Context: an optimization exercise on an open-source flow, tuned for small area, a short achievable clock period and few clock cycles per item. The choices shown serve that exercise and are no tape-out recipe.
RTL that was checked went through simulation tests only; none was proved equivalent to the original.

v6:
Design hbs_sha256, start of the top module:
module hbs_sha256 (
    input  wire         clk,
    input  wire         rst_n,
    input  wire         in_valid,
    output wire         in_ready,
    input  wire [31:0]  in_data,
    input  wire         in_last,
    input  wire [1:0]   in_nbytes,
    output wire         out_valid,
    input  wire         out_ready,
    output wire [255:0] out_digest
);
    localparam [255:0] IV = {32'h6a09e667, 32'hbb67ae85, 32'h3c6ef372, 32'ha54ff53a,
                             32'h510e527f, 32'h9b05688c, 32'h1f83d9ab, 32'h5be0cd19};
    localparam [1:0] E_IDLE = 2'd0,    
                     E_RUN  = 2'd1,    
                     E_BND  = 2'd2;    
    reg        buf_full;
    reg [31:0] buf_data;
    reg        buf_last;
    reg [1:0]  buf_nb;
    reg        pad_mode;     
    reg        msg_start;    
    reg [3:0]  widx;         
    reg [31:0] nbytes;       
    reg        pad80;        
    reg        lenhere;      
    wire       avail = pad_mode | buf_full;
    reg [31:0] msg_word;
    always @(*) begin
        msg_word = buf_data;
        if (buf_last) begin
            case (buf_nb)
                2'd1: msg_word = {buf_data[31:24], 8'h80, 16'h0000};
                2'd2: msg_word = {buf_data[31:16], 8'h80, 8'h00};
                2'd3: msg_word = {buf_data[31:8], 8'h80};
                default: msg_word = buf_data;
            endcase
        end
    end
    wire [2:0] buf_bytes = (!buf_last || buf_nb == 2'd0) ? 3'd4 : {1'b0, buf_nb};
    reg [31:0] pad_word;
    always @(*) begin
        if (!pad80)
            pad_word = 32'h80000000;
        else if (widx == 4'd14)
            pad_word = {29'd0, nbytes[31:29]};
        else if (widx == 4'd15 && lenhere)
            pad_word = {nbytes[28:0], 3'b000};
        else
            pad_word = 32'h00000000;
    end
    wire [31:0] src_word = pad_mode ? pad_word : msg_word;
    reg [1:0]  est;
    reg [5:0]  k;            
    reg        bfirst;       
    reg        blast;        
    reg        post;         
    reg        pfirst;       
    reg        plast;        
    reg        ovalid;
    reg [31:0] a0, a1, a2;   
    reg [31:0] e0, e1, e2;   
    reg [31:0] t1;           
    reg [31:0] hkw;          
    reg [31:0] dlt;          
    reg [31:0] wn;
    reg [31:0] W [0:15];
    wire run      = (est == E_RUN);
  ...
Size: roughly 1200 flip-flops, ~64000 µm² of cells after synthesis.
==> flow/config.mk <==
export PLATFORM = sky130hd
export DESIGN_NAME = hbs_sha256
export DESIGN_NICKNAME = hbs_sha256
export VERILOG_FILES = /design/flow/design.v
export SDC_FILE = /design/flow/constraint.sdc
export NUM_CORES = 4
export LEC_CHECK = 0
export CAP_MARGIN = 20
export CORE_MARGIN = 2
export CORE_UTILIZATION = 40
export SETUP_SLACK_MARGIN = 5
export SLEW_MARGIN = 20
==> flow/constraint.sdc <==
create_clock -name core_clock -period 10.0 [get_ports {clk}]
set_input_delay 2.0000 -clock core_clock [delete_from_list [all_inputs] [get_ports {clk}]]
set_output_delay 2.0000 -clock core_clock [all_outputs]
set_load 0.01 [all_outputs]
run.sh (not shown) runs the stock make flow with config.mk's settings and CLKGATE_MAP_FILE= SYNTH_SCRIPT=/design/flow/synth_recipe.tcl, a recipe that flattens the netlist after the stock synthesis.
v6: full flow OK, the timing, design-rule and antenna checks passed
## Diff of input files: v7 against v6
-- flow/design.v --
<<< v6, line 74
    wire stall    = (need_src && !avail) || hwait;
    wire step     = run && !stall;
    wire bnd_go   = bnd && (avail || blast);
    wire take     = avail && (need_src || bnd || idle);
    wire take_buf = take && !pad_mode;
    wire first    = msg_start;       
>>> v7, line 74
    wire stall    = (need_src && !avail) || hwait;
    wire step     = run && !stall;
    wire take     = avail && (need_src || bnd || (idle && !post));
    wire take_buf = take && !pad_mode;
    wire first    = msg_start;       
<<< v6, line 130
    reg [31:0] iva, ive;
    always @(*) begin
        case (bnd_go ? 2'b01 : k[1:0])
            2'b10:   ive = IV[31:0];     
            2'b11:   ive = IV[63:32];    
>>> v7, line 129
    reg [31:0] iva, ive;
    always @(*) begin
        case (bnd ? 2'b01 : k[1:0])
            2'b10:   ive = IV[31:0];     
            2'b11:   ive = IV[63:32];    
<<< v6, line 136
            default: ive = IV[127:96];   
        endcase
        case (post ? 2'b10 : (bnd_go ? 2'b01 : k[1:0]))
            2'b11:   iva = IV[159:128];  
            2'b00:   iva = IV[191:160];  
>>> v7, line 135
            default: ive = IV[127:96];   
        endcase
        case (post ? 2'b10 : (bnd ? 2'b01 : k[1:0]))
            2'b11:   iva = IV[159:128];  
            2'b00:   iva = IV[191:160];  
<<< v6, line 146
    wire [31:0] sum_a  = (afirst ? iva : qa0) + a0;
    wire [31:0] sum_e  = (bfirst ? ive : qe0) + e0;
    wire        hadd_e = bnd_go || (step && (k == 6'd62 || k == 6'd63 || k == 6'd0));
    wire        hadd_a = post || bnd_go || (step && (k == 6'd63 || k == 6'd0));
    wire [31:0] sm_s0 = {W[2][6:0], W[2][31:7]} ^ {W[2][17:0], W[2][31:18]} ^ (W[2] >> 3);
    wire [31:0] sm_s1 = {W[15][16:0], W[15][31:17]} ^ {W[15][18:0], W[15][31:19]} ^ (W[15] >> 10);
>>> v7, line 145
    wire [31:0] sum_a  = (afirst ? iva : qa0) + a0;
    wire [31:0] sum_e  = (bfirst ? ive : qe0) + e0;
    wire        hadd_e = bnd || (step && (k == 6'd62 || k == 6'd63 || k == 6'd0));
    wire        hadd_a = post || bnd || (step && (k == 6'd63 || k == 6'd0));
    wire [31:0] sm_s0 = {W[2][6:0], W[2][31:7]} ^ {W[2][17:0], W[2][31:18]} ^ (W[2] >> 3);
    wire [31:0] sm_s1 = {W[15][16:0], W[15][31:17]} ^ {W[15][18:0], W[15][31:19]} ^ (W[15] >> 10);
<<< v6, line 154
    wire [31:0] w_cur   = use_src ? src_word : wn;
    wire [31:0] c_init  = bfirst ? IV[191:160] : (post ? qa2 : a2);    
    wire [31:0] hsel = run ? e2 : (first ? IV[31:0]   : qe1);
    wire [31:0] dsel = run ? ((k == 6'd1) ? c_init : a1)
                           : (first ? IV[159:128] : qa2);
    wire [31:0] hk_x = hsel ^ k_t ^ w_cur;
    wire [31:0] hk_y = {(hsel[30:0] & k_t[30:0]) | (hsel[30:0] & w_cur[30:0]) |
>>> v7, line 153
    wire [31:0] w_cur   = use_src ? src_word : wn;
    wire [31:0] c_init  = bfirst ? IV[191:160] : (post ? qa2 : a2);    
    wire [31:0] hsel = run ? e2 : (first ? IV[31:0]   : (bnd ? qe1 : qe0));
    wire [31:0] dsel = run ? ((k == 6'd1) ? c_init : a1)
                           : (first ? IV[159:128] : (bnd ? qa2 : qa0));
    wire [31:0] hk_x = hsel ^ k_t ^ w_cur;
    wire [31:0] hk_y = {(hsel[30:0] & k_t[30:0]) | (hsel[30:0] & w_cur[30:0]) |
<<< v6, line 209
                end
            end
            post <= bnd_go;
            if (bnd_go) begin
                pfirst <= bfirst;
                plast  <= blast;
>>> v7, line 208
                end
            end
            post <= bnd;
            if (bnd) begin
                pfirst <= bfirst;
                plast  <= blast;
<<< v6, line 230
                        k <= k + 6'd1;
                end
                E_BND: if (bnd_go) begin
                    if (take) begin
                        est    <= E_RUN;
>>> v7, line 229
                        k <= k + 6'd1;
                end
                E_BND: begin
                    if (take) begin
                        est    <= E_RUN;
<<< v6, line 269
            if (first) begin
                e0 <= IV[127:96]; e1 <= IV[95:64]; e2 <= IV[63:32];
            end else begin
                e0 <= sum_e; e1 <= qe3; e2 <= qe2;
            end
        end
>>> v7, line 268
            if (first) begin
                e0 <= IV[127:96]; e1 <= IV[95:64]; e2 <= IV[63:32];
            end else if (bnd) begin
                e0 <= sum_e; e1 <= qe3; e2 <= qe2;
            end else begin
                e0 <= qe3; e1 <= qe2; e2 <= qe1;
            end
        end
<<< v6, line 277
        end else if (post) begin
            a0 <= sum_a; a1 <= qa3; a2 <= qa2;
        end else if ((step && k != 6'd1) || bnd_go) begin
            a0 <= a_new; a1 <= a0; a2 <= a1;
        end
>>> v7, line 278
        end else if (post) begin
            a0 <= sum_a; a1 <= qa3; a2 <= qa2;
        end else if ((step && k != 6'd1) || bnd) begin
            a0 <= a_new; a1 <= a0; a2 <= a1;
        end
### Flow results
- Re clock period minus worst slack: v7 is 0.014 ns up on v6.
- From v6 to v7, number of endpoints with negative hold slack in the final report did not move at all.
- Changes observed in v7 relative to v6: total of clock buffers placed in the layout decreased by 9 relative to the old numbers, post-route standard cell area excluding fillers increased by about 3.8% relative to the old numbers, cell row count increased by about 2% relative to the old numbers, post-detailed-routing wire length increased by 14000 µm relative to the old numbers.
- For the well tap count, v7 came in about 5.6% higher than v6 did.
- dlt[31]$_DFFE_PP_ as the capturing element of the worst setup path was reported by v6, and dlt[29]$_DFFE_PP_ by v7.
No run of this note included a check of the RTL's function; only the layout flow was run.


main:
hbs_sha256, a different RTL version from the one above (not shown whole).
For scale: ~5900 cells after synthesis, ~300 I/O pins, ~0.066 mm2 of cells after synthesis.
==> flow/config.mk <==
export PLATFORM = sky130hd
export DESIGN_NAME = hbs_sha256
export DESIGN_NICKNAME = hbs_sha256
export VERILOG_FILES = /design/flow/design.v
export SDC_FILE = /design/flow/constraint.sdc
export NUM_CORES = 4
export LEC_CHECK = 0
export CAP_MARGIN = 20
export CORE_MARGIN = 2
export CORE_UTILIZATION = 40
export SETUP_SLACK_MARGIN = 5
export SLEW_MARGIN = 20
==> flow/constraint.sdc <==
create_clock -name core_clock -period 10.0 [get_ports {clk}]
set_input_delay 2.0000 -clock core_clock [delete_from_list [all_inputs] [get_ports {clk}]]
set_output_delay 2.0000 -clock core_clock [all_outputs]
set_load 0.01 [all_outputs]
standard.sh (not shown) runs the stock make flow with config.mk's settings and CLKGATE_MAP_FILE= SYNTH_SCRIPT=/design/flow/synth_recipe.tcl, a recipe that flattens the netlist after the stock synthesis.
==> flow/flow/run.sh <==
#!/bin/bash
export BUFFER_PORTS_ARGS="-buffer_cell sky130_fd_sc_hd__buf_2"
bash standard.sh > standard.log 2>&1
Testbench counts of main, summed over its fixed seeds: cycles 65,487, bytes 56,871.
#### Input delta (the feature branch over main)
--- a/flow/design.v
+++ b/flow/design.v
@@ -50,13 +50,12 @@
     reg        plast;        
     reg        ovalid;
     reg [31:0] a0, a1, a2;   
     reg [31:0] e0, e1, e2;   
     reg [31:0] t1;           
     reg [31:0] hkw;          
-    reg [31:0] dlt;          
     reg [31:0] wn;
     reg [31:0] W [0:15];
     wire need_src = run && kin;                                   
     wire hwait    = run && (k == 6'd62) && ovalid;                
     wire stall    = (need_src && !avail) || hwait;
     wire step     = run && !stall;
@@ -111,14 +110,22 @@
         endcase
     end
     wire [31:0] big_s0 = {a0[1:0], a0[31:2]} ^ {a0[12:0], a0[31:13]} ^ {a0[21:0], a0[31:22]};
     wire [31:0] big_s1 = {e0[5:0], e0[31:6]} ^ {e0[10:0], e0[31:11]} ^ {e0[24:0], e0[31:25]};
     wire [31:0] ch     = (e0 & e1) ^ (~e0 & e2);
     wire [31:0] maj    = (a0 & a1) ^ (a0 & a2) ^ (a1 & a2);
-    wire [31:0] e_new  = dlt + big_s1 + ch;
-    wire [31:0] t1_new = hkw + big_s1 + ch;
+    wire [31:0] d0_init = bfirst ? IV[159:128] : (post ? qa1 : qa0);      
+    wire [31:0] dsel    = kone ? d0_init : a2;
+    wire [31:0] r_x   = hkw ^ big_s1 ^ ch;
+    wire [31:0] r_y   = {(hkw[30:0] & big_s1[30:0]) | (hkw[30:0] & ch[30:0]) |
+                         (big_s1[30:0] & ch[30:0]), 1'b0};
+    wire [31:0] re_x  = r_x ^ r_y ^ dsel;
+    wire [31:0] re_y  = {(r_x[30:0] & r_y[30:0]) | (r_x[30:0] & dsel[30:0]) |
+                         (r_y[30:0] & dsel[30:0]), 1'b0};
+    wire [31:0] t1_new = r_x + r_y;
+    wire [31:0] e_new  = re_x + re_y;
     wire [31:0] a_new  = t1 + big_s0 + maj;
     reg [31:0] qa0, qa1, qa2, qa3, qe0, qe1, qe2, qe3;
     reg [31:0] iva, ive;
     always @(*) begin
         case (bnd ? 2'b01 : k[1:0])
             2'b10:   ive = IV[31:0];     
@@ -141,24 +148,17 @@
     wire [31:0] sm_s0 = {W[2][6:0], W[2][31:7]} ^ {W[2][17:0], W[2][31:18]} ^ (W[2] >> 3);
     wire [31:0] sm_s1 = {W[15][16:0], W[15][31:17]} ^ {W[15][18:0], W[15][31:19]} ^ (W[15] >> 10);
     wire [31:0] w_next = sm_s1 + W[10] + sm_s0 + W[1];
     wire [31:0] w_cur   = ({32{sel_buf}} & buf_data) | ({32{sel_wn}} & wn) |
                           {sel_80, 31'd0} | ({32{sel_hi}} & {29'd0, nbytes[31:29]}) |
                           ({32{sel_lo}} & {nbytes[28:0], 3'b000});
-    wire [31:0] c_init  = bfirst ? IV[191:160] : (post ? qa2 : a2);    
-    wire [31:0] hsel = run ? e2 : (first ? IV[31:0]   : qe1);
-    wire [31:0] dsel = run ? (kone ? c_init : a1)
-                           : (first ? IV[159:128] : qa2);
+    wire [31:0] hsel = run ? e2 : (first ? IV[31:0] : qe1);
     wire [31:0] hk_x = hsel ^ ktr ^ w_cur;
     wire [31:0] hk_y = {(hsel[30:0] & ktr[30:0]) | (hsel[30:0] & w_cur[30:0]) |
                         (ktr[30:0] & w_cur[30:0]), 1'b0};
-    wire [31:0] dl_x = hk_x ^ hk_y ^ dsel;
-    wire [31:0] dl_y = {(hk_x[30:0] & hk_y[30:0]) | (hk_x[30:0] & dsel[30:0]) |
-                        (hk_y[30:0] & dsel[30:0]), 1'b0};
     wire [31:0] hkw_next = hk_x + hk_y;
-    wire [31:0] dlt_next = dl_x + dl_y;
     wire adv = step || go_run;    
     integer i;
     reg [3:0]  widx_n;
     reg        blast_n, pad_mode_n, msg_start_n, pad80_n, lenhere_n;
     reg [31:0] nbytes_n;
     wire       srcph_n = !run_next || (k_next[5:4] == 2'b00);
@@ -283,13 +283,12 @@
         if (adv) begin
             for (i = 0; i < 15; i = i + 1)
                 W[i] <= W[i + 1];
             W[15] <= w_cur;
             wn    <= w_next;
             hkw   <= hkw_next;
-            dlt   <= dlt_next;
         end
         if (step) begin
             e0 <= e_new; e1 <= e0; e2 <= e1;
             t1 <= t1_new;
         end else if (take) begin
             if (first) begin
==> comparison <==
- Adder and majority gate portion of the synthesized area down 0.81 points in the feature branch wrt main
- Re number of multi-input combinational cells: the feature branch is 326 down on main.
- Number of clock buffers inserted by TritonCTS in the feature branch is 5 lower than in main
- On number of sinks handled by clock tree synthesis: the feature branch sits below main.
- The feature branch vs main, endpoint of the worst setup timing path: e0[31] vs a0[28]
- The lower worst-case hold slack of main and the feature branch is in main.
- The feature branch ended up with fa_1 as its cell with the largest stage delay on the worst path; main ended up with dfxtp_1.
- Per the comparison of the feature branch with main, sequential cell count shrank by 32, cell count along the critical path grew by 1, height of the die shrank by 13 um, complex-gate fraction of the synthesized area shrank by 0.38 points.
Testbench counts of the feature branch, summed over its fixed seeds: cycles 65,487, bytes 56,871.

==> separate check: timing with driven ports <==
The results above use ideal ports. As a check the final layouts listed here were re-extracted and re-timed, cells and wires unchanged.
Step 1 sets driving cells, clkbuf_16 on the clock port and buf_2 on the other inputs (assumed; they add their load-dependent delay and slew).
Step 2 also shifts input and output timing later by t, the mid clock arrival at the registers, as if the neighbouring blocks saw the same clock.
Slacks: no drivers / after step 1 / after step 2; pairs: no drivers / after step 1.
run	t (ns)	slack for setup (ns)	hold slack, ns	worst setup path after step 2	pins driven straight from the clock port
v6	0.868	3.662 / 3.662 / 3.662	0.404 / 0.404 / 0.404	register to register	1
v7	0.859	3.647 / 3.647 / 3.647	0.408 / 0.408 / 0.408	register to register	1
main	0.862	5.154 / 5.154 / 4.330	0.392 / 0.392 / 0.392	input to register	1
the feature branch	0.847	4.983 / 4.983 / 4.312	0.401 / 0.401 / 0.401	input to register	1
After both steps setup and hold are still met in every run listed. For main, which loses most, drivers alone change the setup slack by 0.000 ns; drivers and shift together by -0.824 ns.
